This design comes from an exercise in tuning for small area, a short achievable clock period and few clock cycles per item on the open sky130 flow, not from production work. RTL that was checked went through simulation tests only; none was proved equivalent to the original. Power figures rest on the tool's default switching activity, not on a simulated workload.

## spi_i2c_ctrl
module spi_i2c_ctrl #(
    parameter [23:0] CORE_CLOCK_HZ = 24'd16000000    
) (
    input             clk,
    input             rst,
    input             cmd_valid,
    input      [31:0] cmd,
    output            cmd_ready,
    output reg        rsp_valid,
    output      [7:0] result_code,
    output reg  [7:0] result_value,
    output     [15:0] ci,
    output            faulted,
    output      [1:0] fault_cause,
    output     [31:0] fault_cmd,
    output            wait_spi,
    output            wait_twi,
    output            wait_settle,
    output reg        cs_drive,
    output reg        cs_level,
    output reg        evt_pindir,
    output reg  [7:0] spcr,
    output      [7:0] spsr,
    output reg  [7:0] spdr_tx,
    output reg  [7:0] spdr_rx,
    output      [7:0] twcr,
    output      [7:0] twsr,
    output reg  [7:0] twbr,
    output      [7:0] twar,
    output reg  [7:0] twdr,
    output reg        spi_pending,
    output      [1:0] twi_pending,
    input             spi_step,
    input       [7:0] spi_step_byte,
    input             twi_step,
    input       [4:0] twi_step_status,
    input       [7:0] twi_step_byte,
    input             twi_settle,
    input       [4:0] twi_settle_status
);
For scale: ~1000 cells after synthesis, roughly 210 I/O pins, ~9000 sq um of cells after synthesis.
clock: 8.0 ns
lec_check: 0
cap_margin: 20
core_margin: 2
core_utilization: 40
cts_buf_list: sky130_fd_sc_hd__clkbuf_8
setup_slack_margin: 4.4
slew_margin: 20
standard.sh (not shown) runs the stock make flow with config.mk's settings and CLKGATE_MAP_FILE= SYNTH_SCRIPT=/design/flow/synth_recipe.tcl, a recipe that flattens the netlist after the stock synthesis.
==> flow/flow/run.sh <==
#!/bin/bash
set -euo pipefail
export BUFFER_PORTS_ARGS="-buffer_cell sky130_fd_sc_hd__buf_1"
bash standard.sh > standard.log 2>&1
The first run produced a clean layout.
Testbench counts at the start, summed over its fixed seeds: cycles 8,192, commands 3,200.
==> next run, changes <==
--- a/flow/design.v
+++ b/flow/design.v
@@ -25,15 +25,15 @@
     output reg  [7:0] spdr_rx,
     output      [7:0] twcr,
     output      [7:0] twsr,
     output reg  [7:0] twbr,
     output      [7:0] twar,
     output reg  [7:0] twdr,
     output reg        spi_pending,
-    output      [1:0] twi_pending,
+    output reg  [1:0] twi_pending,
     input             spi_step,
     input       [7:0] spi_step_byte,
     input             twi_step,
     input       [4:0] twi_step_status,
     input       [7:0] twi_step_byte,
     input             twi_settle,
     input       [4:0] twi_settle_status
@@ -80,15 +80,15 @@
     reg         w_set;       
     reg         div;         
     reg  [1:0]  fcause;      
     reg  [31:0] cmd_r;       
     reg  [2:0]  bus;
     reg  [2:0]  rcode;
     reg         spif, wcol, spi2x;
-    reg         twint, twea, twsto, twwc, twen;
+    reg         twint, twea, twsta, twsto, twwc, twen;
     reg  [4:0]  tws;
     reg  [6:0]  twar_r;
     reg  [19:0] rem;         
     reg  [8:0]  quo;         
     wire flt = fcause[1] | fcause[0];
     reg  [15:0] ci_r;
     assign ci = ci_r + {15'd0, rsp_valid};
@@ -98,16 +98,14 @@
     assign fault_cmd   = cmd_r & {32{flt}};
     assign wait_spi    = w_spi;
     assign wait_twi    = w_twi;
     assign wait_settle = w_set;
     assign result_code = {5'b00000, rcode};
     assign spsr        = {spif, wcol, 5'b00000, spi2x};
     assign twcr        = {twint, twea, twsta, twsto, twwc, twen, 1'b0, 1'b0};
-    assign twi_pending = w_twi ? ((cmd_r[2:0] == 3'd2) ? TP_START : TP_BYTE) : TP_NONE;
-    wire   twsta       = (bus == BUS_START);
     assign twsr        = {tws, 3'b000};         
     assign twar        = {twar_r, 1'b0};
     wire [7:0]  op   = cmd[7:0];
     wire [7:0]  fa   = cmd[15:8];
     wire [7:0]  fb   = cmd[23:16];
     wire [23:0] hz   = cmd[31:8];
     reg  [23:0] op_mask;
@@ -344,21 +342,23 @@
             wcol         <= 1'b0;
             spi2x        <= 1'b0;
             spdr_tx      <= 8'h00;
             spdr_rx      <= 8'h00;
             spi_pending  <= 1'b0;
             twint        <= 1'b0;
             twea         <= 1'b0;
+            twsta        <= 1'b0;
             twsto        <= 1'b0;
             twwc         <= 1'b0;
             twen         <= 1'b0;
             tws          <= 5'b11111;
             twbr         <= 8'h00;
             twar_r       <= 7'h7F;
             twdr         <= 8'hFF;
+            twi_pending  <= TP_NONE;
         end else begin
             idle  <= (idle & ~cmd_valid) | fin;
             w_spi <= go_spi;
             w_twi <= go_twi;
             w_set <= go_set;
             div   <= go_div;
             if (f_ill) fcause[0] <= 1'b1;
@@ -376,14 +376,15 @@
                 spi_pending <= 1'b0;
             end
             if (twi_step) begin
                 tws <= twi_step_status;
                 if (twi_pending == TP_BYTE)
                     twdr <= twi_step_byte;
                 twint       <= 1'b1;
+                twi_pending <= TP_NONE;
             end
             if (twi_settle) begin
                 twsto <= 1'b0;
                 tws   <= twi_settle_status;
             end
             if (wr_cfg) begin
                 spcr  <= cfg_pattern;
@@ -407,22 +408,29 @@
             if (wr_twar)
                 twar_r <= fa[6:0];
             if (bus_idle)
                 bus <= BUS_IDLE;
             if (init_done) begin
                 twbr  <= br_val;
                 twea  <= 1'b0;
+                twsta <= 1'b0;
                 twsto <= 1'b0;
                 twen  <= 1'b1;
             end
             if (body) begin
                 twint <= 1'b0;
                 twen  <= 1'b1;
                 twea  <= (body_op == 3'd5);
+                twsta <= (body_op == 3'd2);
                 twsto <= (body_op == 3'd7);
+                case (body_op)
+                    3'd2:    twi_pending <= TP_START;
+                    3'd7:    twi_pending <= TP_NONE;
+                    default: twi_pending <= TP_BYTE;
+                endcase
                 if (body_op == 3'd3 || body_op == 3'd4) begin
                     if (twint) begin
                         twdr <= (body_op == 3'd3) ? {fa[6:0], fb[0]} : fa;
                         twwc <= 1'b0;
                     end else begin
                         twwc <= 1'b1;
                     end
Global-route usage grows by 0.22 points.
Total power went up by 0.89%.
Wire length rose by 0.98%.
Flip-flop and latch count increases by 3.
Sequential power goes up by about 0.7%.
Cell area came out higher by 0.81%.
Count of clock-buffer cells in the layout falls by 1.
Die area falls by 0.98%.
Testbench counts after the change, summed over its fixed seeds: cycles 8,192, commands 3,200.

---

spi_i2c_ctrl, a different RTL version from the one above (not shown whole).
Size in the first run: ~1,000 cells after synthesis, ~160 flip-flops, about 210 I/O pins.
==> flow/config.mk <==
export PLATFORM = sky130hd
export DESIGN_NAME = spi_i2c_ctrl
export DESIGN_NICKNAME = spi_i2c_ctrl
export VERILOG_FILES = /design/flow/design.v
export SDC_FILE = /design/flow/constraint.sdc
export NUM_CORES = 4
export LEC_CHECK = 0
export CAP_MARGIN = 20
export CORE_MARGIN = 2
export CORE_UTILIZATION = 40
export CTS_BUF_LIST = sky130_fd_sc_hd__clkbuf_8
export SETUP_SLACK_MARGIN = 4.2
export SLEW_MARGIN = 20
==> flow/constraint.sdc <==
create_clock -name core_clock -period 8.0 [get_ports {clk}]
set_input_delay 1.6000 -clock core_clock [delete_from_list [all_inputs] [get_ports {clk}]]
set_output_delay 1.6000 -clock core_clock [all_outputs]
set_load 0.01 [all_outputs]
Scripts as last shown in full above: flow/flow/run.sh
Change:
--- a/flow/design.v
+++ b/flow/design.v
@@ -92,13 +92,13 @@
     wire flt = fcause[1] | fcause[0];
     reg  [15:0] ci_r;
     assign ci = ci_r + {15'd0, rsp_valid};
     assign cmd_ready   = idle;
     assign faulted     = flt;
     assign fault_cause = fcause;
-    assign fault_cmd   = cmd_r;
+    assign fault_cmd   = cmd_r & {32{flt}};
     assign wait_spi    = w_spi;
     assign wait_twi    = w_twi;
     assign wait_settle = w_set;
     assign result_code = {5'b00000, rcode};
     assign spsr        = {spif, wcol, 5'b00000, spi2x};
     assign twcr        = {twint, twea, twsta, twsto, twwc, twen, 1'b0, 1'b0};
@@ -315,19 +315,20 @@
             end else begin
                 go_twi = 1'b1;
             end
         end
     end
     always @(posedge clk) begin
+        if (idle)
+            cmd_r <= cmd;
         rem <= (idle | div_start) ? REM0 : dv_rem;
         quo <= (idle | div_start) ? 9'd1 : dv_q;
     end
     always @(posedge clk) begin
         if (rst) begin
             idle         <= 1'b1;
-            cmd_r        <= 32'd0;
             w_spi        <= 1'b0;
             w_twi        <= 1'b0;
             w_set        <= 1'b0;
             div          <= 1'b0;
             fcause       <= 2'd0;
             bus          <= BUS_IDLE;
@@ -352,16 +353,12 @@
             twen         <= 1'b0;
             tws          <= 5'b11111;
             twbr         <= 8'h00;
             twar_r       <= 7'h7F;
             twdr         <= 8'hFF;
         end else begin
-            if (idle)
-                cmd_r <= cmd & {32{cmd_valid & ~fin}};
-            else if (fin)
-                cmd_r <= 32'd0;
             idle  <= (idle & ~cmd_valid) | fin;
             w_spi <= go_spi;
             w_twi <= go_twi;
             w_set <= go_set;
             div   <= go_div;
             if (f_ill) fcause[0] <= 1'b1;
=>
- The new run passed the timing, DRC and antenna checks
- area after synthesis goes up by a few percent
- setup slack improves by 210 ps
- clock skew shrinks by 4.2 ps
- worst hold slack gets worse by 18 ps
- via count fell by a few percent
Testbench counts after the change, summed over its fixed seeds: cycles 8,192, commands 3,200.
The RTL of the first run of this note was laid out without a check of its function.

---

Another version of the RTL of spi_i2c_ctrl (not shown whole).
Size in the first run: about 170 flip-flops, about 210 I/O pins.
Settings: LEC_CHECK=0, CAP_MARGIN=20, CORE_MARGIN=2, CORE_UTILIZATION=40, CTS_BUF_LIST=sky130_fd_sc_hd__clkbuf_8, SETUP_SLACK_MARGIN=3.8, SLEW_MARGIN=20; clock period 8.0 ns.
Scripts as last shown in full above: flow/flow/run.sh
Testbench counts at the start, summed over its fixed seeds: cycles 8,192, commands 3,200.
Then changed:
--- a/flow/design.v
+++ b/flow/design.v
@@ -4,17 +4,17 @@
     input             clk,
     input             rst,
     input             cmd_valid,
     input      [31:0] cmd,
     output            cmd_ready,
     output reg        rsp_valid,
     output      [7:0] result_code,
     output reg  [7:0] result_value,
-    output reg [15:0] ci,
+    output     [15:0] ci,
     output            faulted,
     output      [1:0] fault_cause,
     output     [31:0] fault_cmd,
     output            wait_spi,
     output            wait_twi,
     output            wait_settle,
     output reg        cs_drive,
     output reg        cs_level,
@@ -81,32 +81,33 @@
     reg         div;         
     reg  [1:0]  fcause;      
     reg  [31:0] cmd_r;       
     reg  [2:0]  bus;
     reg  [2:0]  rcode;
     reg         spif, wcol, spi2x;
     reg         twint, twea, twsta, twsto, twwc, twen;
     reg  [4:0]  tws;
-    reg  [1:0]  twps;
     reg  [6:0]  twar_r;
     reg  [19:0] rem;         
     reg  [8:0]  quo;         
     wire flt = fcause[1] | fcause[0];
+    reg  [15:0] ci_r;
+    assign ci = ci_r + {15'd0, rsp_valid};
     assign cmd_ready   = idle;
     assign faulted     = flt;
     assign fault_cause = fcause;
     assign fault_cmd   = cmd_r & {32{flt}};
     assign wait_spi    = w_spi;
     assign wait_twi    = w_twi;
     assign wait_settle = w_set;
     assign result_code = {5'b00000, rcode};
     assign spsr        = {spif, wcol, 5'b00000, spi2x};
     assign twcr        = {twint, twea, twsta, twsto, twwc, twen, 1'b0, 1'b0};
-    assign twsr        = {tws, 1'b0, twps};
+    assign twsr        = {tws, 3'b000};         
     assign twar        = {twar_r, 1'b0};
     wire [7:0]  op   = cmd[7:0];
     wire [7:0]  fa   = cmd[15:8];
     wire [7:0]  fb   = cmd[23:16];
     wire [23:0] hz   = cmd[31:8];
     reg  [23:0] op_mask;
     reg         op_known;
     always @(*) begin
@@ -228,17 +229,16 @@
                         OP_I2C_INIT: begin
                             if (!hz_ok) begin
                                 fin = 1'b1;
                                 fin_code = E_BAD_RATE;
                             end else if (!stopp && bus != BUS_IDLE) begin
                                 f_seq = 1'b1;
                             end else begin
                                 go_div = 1'b1;
-                                div_start = 1'b1;
                                 go_set = hold_set;
                                 bus_idle = ~hold_set;
                             end
                         end
                         OP_I2C_OWNADDR: begin
                             fin = 1'b1;
                             wr_twar = 1'b1;
                         end
@@ -313,32 +313,32 @@
             end else begin
                 go_twi = 1'b1;
             end
         end
     end
     always @(posedge clk) begin
         if (idle)
             cmd_r <= cmd;
-        rem <= div_start ? REM0 : dv_rem;
-        quo <= div_start ? 9'd1 : dv_q;
+        rem <= (idle | div_start) ? REM0 : dv_rem;
+        quo <= (idle | div_start) ? 9'd1 : dv_q;
     end
     always @(posedge clk) begin
         if (rst) begin
             idle         <= 1'b1;
             w_spi        <= 1'b0;
             w_twi        <= 1'b0;
             w_set        <= 1'b0;
             div          <= 1'b0;
             fcause       <= 2'd0;
             bus          <= BUS_IDLE;
             rsp_valid    <= 1'b0;
             rcode        <= 3'd0;
             result_value <= 8'd0;
-            ci           <= 16'd0;
+            ci_r         <= 16'd0;
             cs_drive     <= 1'b0;
             cs_level     <= 1'b0;
             evt_pindir   <= 1'b0;
             spcr         <= 8'h00;
             spif         <= 1'b0;
             wcol         <= 1'b0;
             spi2x        <= 1'b0;
             spdr_tx      <= 8'h00;
@@ -346,35 +346,34 @@
             spi_pending  <= 1'b0;
             twint        <= 1'b0;
             twea         <= 1'b0;
             twsta        <= 1'b0;
             twsto        <= 1'b0;
             twwc         <= 1'b0;
             twen         <= 1'b0;
             tws          <= 5'b11111;
-            twps         <= 2'b00;
             twbr         <= 8'h00;
             twar_r       <= 7'h7F;
             twdr         <= 8'hFF;
             twi_pending  <= TP_NONE;
         end else begin
             idle  <= (idle & ~cmd_valid) | fin;
             w_spi <= go_spi;
             w_twi <= go_twi;
             w_set <= go_set;
             div   <= go_div;
             if (f_ill) fcause[0] <= 1'b1;
             if (f_seq) fcause[1] <= 1'b1;
             rsp_valid  <= fin;
+            ci_r       <= ci;
             evt_pindir <= wr_cfg & cmd[24];
             if (fin) begin
                 rcode        <= fin_code;
                 result_value <= fin_val;
-                ci           <= ci + 16'd1;
             end
             if (spi_step) begin
                 spdr_rx     <= spi_step_byte;
                 spif        <= 1'b1;
                 spi_pending <= 1'b0;
             end
             if (twi_step) begin
                 tws <= twi_step_status;
@@ -406,17 +405,16 @@
                 spif <= 1'b0;
                 wcol <= 1'b0;
             end
             if (wr_twar)
                 twar_r <= fa[6:0];
             if (bus_idle)
                 bus <= BUS_IDLE;
             if (init_done) begin
-                twps  <= 2'b00;
                 twbr  <= br_val;
                 twea  <= 1'b0;
                 twsta <= 1'b0;
                 twsto <= 1'b0;
                 twen  <= 1'b1;
             end
             if (body) begin
                 twint <= 1'b0;
Result: The changed run passed the timing, DRC and antenna checks; power fell by about 24%; via count fell by about 1%; synthesized cell count fell by about 3.5%; die area fell by about 1.2%; final cell count fell by about 2%; critical path depth rose by 2; synthesized area fell by 1.2%; design area fell by about 0.9%; clock power rose by about 10%.
Testbench counts after the change, summed over its fixed seeds: cycles 8,192, commands 3,200.

[what the ideal ports hide]
Ports are ideal in the flow. The routed layouts listed here were re-timed in OpenROAD.
Step 1 (the two cells are an assumption about what drives the block):
set clk [get_ports {clk}]
set_driving_cell -lib_cell sky130_fd_sc_hd__clkbuf_16 $clk
set_driving_cell -lib_cell sky130_fd_sc_hd__buf_2 [delete_from_list [all_inputs] $clk]
Step 2 moves the port delays by t, midway between the first and last clock arrival at a register: inputs arrive t later, outputs are due t later. That takes back most of the time a late clock gives input paths.
Slacks: no drivers / after step 1 / after step 2; pairs: no drivers / after step 1.
| run | t (ns) | setup slack, ns | cell pins on the clock port's net |
|---|---|---|---|
| the first run of note 1 | 0.506 | 4.322 / 4.274 / 3.767 | 1 |
| the second run of note 1 | 0.496 | 4.289 / 4.281 / 3.785 | 1 |
| the first run of note 2 | 0.497 | 4.061 / 4.063 / 3.566 | 1 |
| the second run of note 2 | 0.510 | 4.266 / 4.286 / 3.777 | 1 |
| the first run of note 3 | 0.504 | 3.977 / 3.997 / 3.493 | 1 |
| the second run of note 3 | 0.507 | 3.943 / 3.952 / 3.445 | 1 |
After both steps every run listed still meets setup and hold. For the first run of note 1, which loses most, drivers alone change the setup slack by -0.048 ns; drivers and shift together by -0.555 ns.
